Background: an optimization exercise with open tools, aiming at small area, a short achievable clock period and few clock cycles per item. Do not read the settings as production practice. Only simulation tests tie the RTL to the original design; equivalence was not proved. Power and IR drop assume default switching activity.

==> job 3392: inputs <==
## casio_core
module casio_core (
    input  wire        clk,
    input  wire        rst,             
    input  wire        cmd_valid,
    output wire        cmd_ready,
    input  wire [31:0] cmd,
    input  wire [1:0]  core_elevel,     
    input  wire        core_mie,        
    output reg         rsp_valid,
    output reg         rsp_exc,         
    output reg  [1:0]  rsp_exc_level,
    output reg  [6:0]  rsp_exc_index,
    output reg         rsp_diag,        
    output reg         rsp_step,        
    output reg         rsp_busmiss,     
    output reg  [7:0]  rsp_rdata,       
    output reg  [4:0]  rsp_ticks,       
    output reg  [7:0]  rsp_hsedge,
    output reg  [7:0]  rsp_lsedge,
    output reg  [7:0]  rsp_hsout,       
    output reg  [7:0]  rsp_lsout,       
    output reg  [1:0]  rsp_runmode,     
    output reg  [2:0]  rsp_fatal        
);
    localparam N = 21;
    localparam W = N + 1;
    localparam RUNNING = 2'd2;
    reg [127:0] act_q;
    reg [W-1:0] ie_q, irq_q;
    reg [W-1:1] len_q;
    reg         miblk_q;
    reg [1:0]   runmode_q;
    reg [7:0]   blkcon_q;
    reg [2:0]   fatal_q;
    reg [3:0]   osccfg_q;
    reg [15:0]  adj_q;
    reg [5:0]   hscnt_q;
    reg         syscnt_q;
    reg [6:0]   hssub_q;
    reg [7:0]   hsout_q;
    reg [2:0]   lscnt_q;                
    reg [1:0]   lslen_q;                
    reg [18:0]  lstc_q;                 
    reg [1:0]   lscorr_q;               
    reg [6:0]   lssub_q;
    reg [7:0]   lsout_q;
    reg         rstlsreq_q, rsthsreq_q;
    reg         rst_q;
    reg         pre_q;
    reg         x_q;
    reg         bad_q;
    reg         v1_q;
    reg [31:0]  c1_q;
    reg [1:0]   el1_q;
    reg         mie1_q;
    reg  rdy_q;
  ...
==> flow/config.mk <==
export PLATFORM = sky130hd
export DESIGN_NAME = casio_core
export DESIGN_NICKNAME = casio_core
export VERILOG_FILES = /design/flow/design.v
export SDC_FILE = /design/flow/constraint.sdc
export NUM_CORES = 4
export LEC_CHECK = 0
export CAP_MARGIN = 20
export CORE_MARGIN = 2
export CORE_UTILIZATION = 40
export PLACE_DENSITY = 0.6
export SLEW_MARGIN = 20
==> flow/constraint.sdc <==
create_clock -name core_clock -period 42.0 [get_ports {clk}]
set_input_delay 8.4000 -clock core_clock [delete_from_list [all_inputs] [get_ports {clk}]]
set_output_delay 8.4000 -clock core_clock [all_outputs]
set_load 0.01 [all_outputs]
standard.sh (not shown) runs the stock make flow with config.mk's settings and CLKGATE_MAP_FILE= SYNTH_SCRIPT=/design/flow/synth_recipe.tcl, a recipe that flattens the netlist after the stock synthesis.
==> flow/flow/run.sh <==
#!/bin/bash
set -euo pipefail
here=$(pwd)
export REF_SYNTH_TCL="$here/synth_recipe.tcl"
export OWN_ABC_SCRIPT="$here/flow/area.abc"
export BUFFER_PORTS_ARGS="-buffer_cell sky130_fd_sc_hd__buf_2"
export CTS_ARGS="-sink_clustering_enable -repair_clock_nets -dont_use_dummy_load -sink_clustering_size 15 -sink_clustering_max_diameter 80"
sed "s#SYNTH_SCRIPT=[^ ]*#SYNTH_SCRIPT=$here/flow/synth.tcl#" standard.sh > own_standard.sh
grep -q "SYNTH_SCRIPT=$here/flow/synth.tcl" own_standard.sh
bash own_standard.sh > standard_flow.log 2>&1
==> flow/flow/area.abc <==
strash
balance -l
resub -K 6 -l
rewrite -l
resub -K 6 -N 2 -l
refactor -l
resub -K 8 -l
balance -l
resub -K 8 -N 2 -l
rewrite -l
resub -K 10 -l
rewrite -z -l
resub -K 10 -N 2 -l
balance -l
resub -K 12 -l
refactor -z -l
resub -K 12 -N 2 -l
rewrite -z -l
balance -l
&get -n
&st
&deepsyn -T 60
&dch -f
&nf -R 1000
&put
topo
==> flow/flow/synth.tcl <==
source $::env(REF_SYNTH_TCL)

set net $::env(RESULTS_DIR)/1_2_yosys.v
file copy -force $net $::env(RESULTS_DIR)/1_2_yosys_ref.v
design -reset
foreach lib $::env(LIB_FILES) { yosys read_liberty -ignore_miss_func $lib }
foreach c [list dfxtp_1 edfxtp_1 dfrtp_1 dfstp_1 dfxbp_1 dfrtn_1 conb_1] {
  catch { yosys blackbox sky130_fd_sc_hd__$c }
}
yosys read_verilog $::env(RESULTS_DIR)/1_2_yosys_ref.v
yosys hierarchy -top $::env(DESIGN_NAME)
yosys flatten
yosys opt_clean
yosys opt -fast
set i [lsearch -exact $abc_args -script]
lset abc_args [expr { $i + 1 }] $::env(OWN_ABC_SCRIPT)
yosys abc {*}$abc_args
yosys setundef -zero
yosys splitnets
yosys opt_clean -purge
yosys hilomap -singleton -hicell {*}$::env(TIEHI_CELL_AND_PORT) -locell {*}$::env(TIELO_CELL_AND_PORT)
yosys insbuf -buf {*}$::env(MIN_BUF_CELL_AND_PORTS)
yosys tee -o $::env(REPORTS_DIR)/synth_stat_remap.txt stat {*}$lib_args
yosys write_verilog -noattr -nohex -nodec $net
==> inputs of job 3555, as changes to job 3392 <==
--- a/flow/design.v
+++ b/flow/design.v
@@ -197,15 +197,14 @@
     reg [1:0]   lscorr_q;               
     reg [6:0]   lssub_q;
     reg [7:0]   lsout_q;
     reg         rstlsreq_q, rsthsreq_q;
     reg         rst_q;
     reg         pre_q;
     reg         x_q;
-    reg         bad_q;
     reg         v1_q;
     reg [31:0]  c1_q;
     reg [1:0]   el1_q;
     reg         mie1_q;
     reg  rdy_q;
     assign cmd_ready = rdy_q;
     wire stall = pre_q & x_q;
@@ -257,15 +256,15 @@
         8'h31: if (!fmt_r) fcode = 3'd4;
         8'h40: if (!fmt_m || data[1:0] == 2'd3) fcode = 3'd4;
         8'h41: if (!fmt_f) fcode = 3'd4;
         default: fcode = 3'd4;
         endcase
     end
     wire go = ec && (fcode == 3'd0);
-    wire o_cycle  = en && x_q && !bad_q;
+    wire o_cycle  = en && x_q;
     wire o_rst    = go && (op == 8'h02 || (op == 8'h03 && el1_q[1]));
     wire o_brk1   = go && ((op == 8'h03 && !el1_q[1]) || op == 8'h11);
     wire o_accept = go && op == 8'h04;
     wire o_r0     = go && op == 8'h10;
     wire o_r2     = go && op == 8'h12;
     wire o_r3     = go && op == 8'h13;
     wire o_set    = go && (op == 8'h14 || op == 8'h15);
@@ -477,26 +476,25 @@
             16'hF015: rdata = irq_q[15:8];
             16'hF016: rdata = {2'd0, irq_q[21:16]};
             16'hF028: rdata = blkcon_q;
             default:  rdata = 8'd0;
             endcase
         end
     end
-    wire [2:0] fatal_n = ec ? fcode : (en && bad_q) ? 3'd4 : fatal_q;
+    wire [2:0] fatal_n = ec ? fcode : fatal_q;
     reg near;
     always @*
         case (dv_cls_n)
         2'd3:    near = lstc_q >= 19'd13;
         2'd2:    near = lstc_q[18:4] != 15'd0;
         2'd1:    near = lstc_q[18:8] != 11'd0;
         default: near = lstc_q[18:12] != 7'd0;
         endcase
     wire pre_n  = dv_busy_n && (osccfg_q[3] || (o_wr && a_osc)) && (!t_zero || adj_wr) && near;
-    wire x_n   = stall ? x_q : (cmd_valid && cmd[31:24] == 8'h01);
-    wire bad_n = stall ? bad_q : (cmd[23:0] != 24'd0);
+    wire x_n = stall ? x_q : (cmd_valid && cmd == 32'h01000000);
     always @(posedge clk) begin
         rst_q <= rst;
         if (rst_q) begin
             act_q      <= 128'd1;
             ie_q       <= {W{1'b0}};
             irq_q      <= {W{1'b0}};
             len_q      <= {N{1'b0}};
@@ -553,16 +551,15 @@
             rsp_valid <= ex;
             if (!stall) begin
                 v1_q <= cmd_valid;
             end
             x_q   <= x_n;
             rdy_q <= ~(pre_n & ~rst_q & x_n);
         end
-        c1_q  <= cmd;
-        bad_q <= bad_n;
+        c1_q <= cmd;
         if (!stall) begin
             el1_q  <= core_elevel;
             mie1_q <= core_mie;
         end
     end
     always @(posedge clk) begin
         rsp_exc       <= deliver;
==> flow/flow/run.sh (replaced) <==
#!/bin/bash
set -euo pipefail
here=$(pwd)
export OWN_ABC_SCRIPT="$here/flow/area.abc"
export BUFFER_PORTS_ARGS="-buffer_cell sky130_fd_sc_hd__buf_2"
export CTS_ARGS="-sink_clustering_enable -repair_clock_nets -dont_use_dummy_load"
sed "s#SYNTH_SCRIPT=[^ ]*#SYNTH_SCRIPT=$here/flow/synth.tcl#" standard.sh > own_standard.sh
grep -q "SYNTH_SCRIPT=$here/flow/synth.tcl" own_standard.sh
bash own_standard.sh > standard_flow.log 2>&1
--- a/flow/flow/area.abc
+++ b/flow/flow/area.abc
@@ -15,12 +15,12 @@
 resub -K 12 -l
 refactor -z -l
 resub -K 12 -N 2 -l
 rewrite -z -l
 balance -l
 &get -n
 &st
-&deepsyn -T 60
+&synch2
 &dch -f
 &nf -R 1000
 &put
 topo
==> flow/flow/synth.tcl (replaced) <==
proc synth {args} { yosys synth -nofsm -noshare {*}$args }
proc abc {args} {
  set i [lsearch -exact $args -script]
  if { $i >= 0 } { lset args [expr { $i + 1 }] $::env(OWN_ABC_SCRIPT) }
  yosys abc {*}$args
}
source $::env(SCRIPTS_DIR)/synth.tcl
# left out here: clear keep_hierarchy, flatten, clean up, hide names made inside functions, write 1_2_yosys.v
==> comparison <==
In job 3555 the critical path depth is higher than in job 3392, by 6. Against job 3555, the final cell count of job 3392 is smaller by about 11%. Between job 3555 and job 3392, the lower first-iteration DRC count is in job 3392 (gap about 6.6%, measured against job 3392). Job 3392 finished with timing, DRC and antenna clean. Job 3555 produced a clean layout. Design area: job 3392 is smaller than job 3555 (9.4%).
==> figures <==
| metric | job 3555 | job 3392 |
|---|---|---|
| Startpoint of the tightest hold check path | blkcon_q[4] | rsthsreq_q |
| Max stage delay on crit path | 870 ps | 340 ps |
| Power attributed to the clock group | 0.371 mW | 0.302 mW |
| Worst hold slack after final layout | 454 ps | 459 ps |
| Result of the run | finished clean | finished clean |
| Area used by sequential logic in the layout | 9150 um^2 | 9180 um^2 |
| Final area over synthesized area | 1.143x | 1.127x |
| Met3 capacity usage during global routing | 0.0464 | 0.0494 |
| Routed Wire Length | 76600 um | 68300 um |
| Peak ir drop on the vdd network | 0.0290 mV | 0.0237 mV |
Testbench counts of job 3392, summed over its fixed seeds: cycles 32,648, items 32,000.
Testbench counts of job 3555, summed over its fixed seeds: cycles 32,648, items 32,000.

port drivers added, routing unchanged:
How much do the figures lean on ideal ports? The routed layouts below were timed once more, with nothing changed but the port constraints.
Step 1 assumes that a clkbuf_16 drives the clock port and a buf_2 every other input.
Step 2 times the ports against the registers' clock, not the clock port: input delays grow and output delays shrink by t, the midpoint of the rising clock arrivals with the driver on.
Three values: no drivers, after step 1, after step 2; two values: the first two.
run	t, ns	slack for setup (ns)	hold slack, ns	clock arrival spread, ns	slew at the worst register clock pin (ns)
job 3392	0.594	32.543 / 32.486 / 32.111	0.459 / 0.459 / 0.459	0.093 / 0.093	0.08 / 0.08
job 3555	0.635	31.939 / 31.976 / 31.341	0.454 / 0.454 / 0.454	0.044 / 0.044	0.06 / 0.06
After both steps setup and hold are still met in every run listed. For job 3555, which loses most, drivers alone change the setup slack by +0.037 ns; drivers and shift together by -0.598 ns.
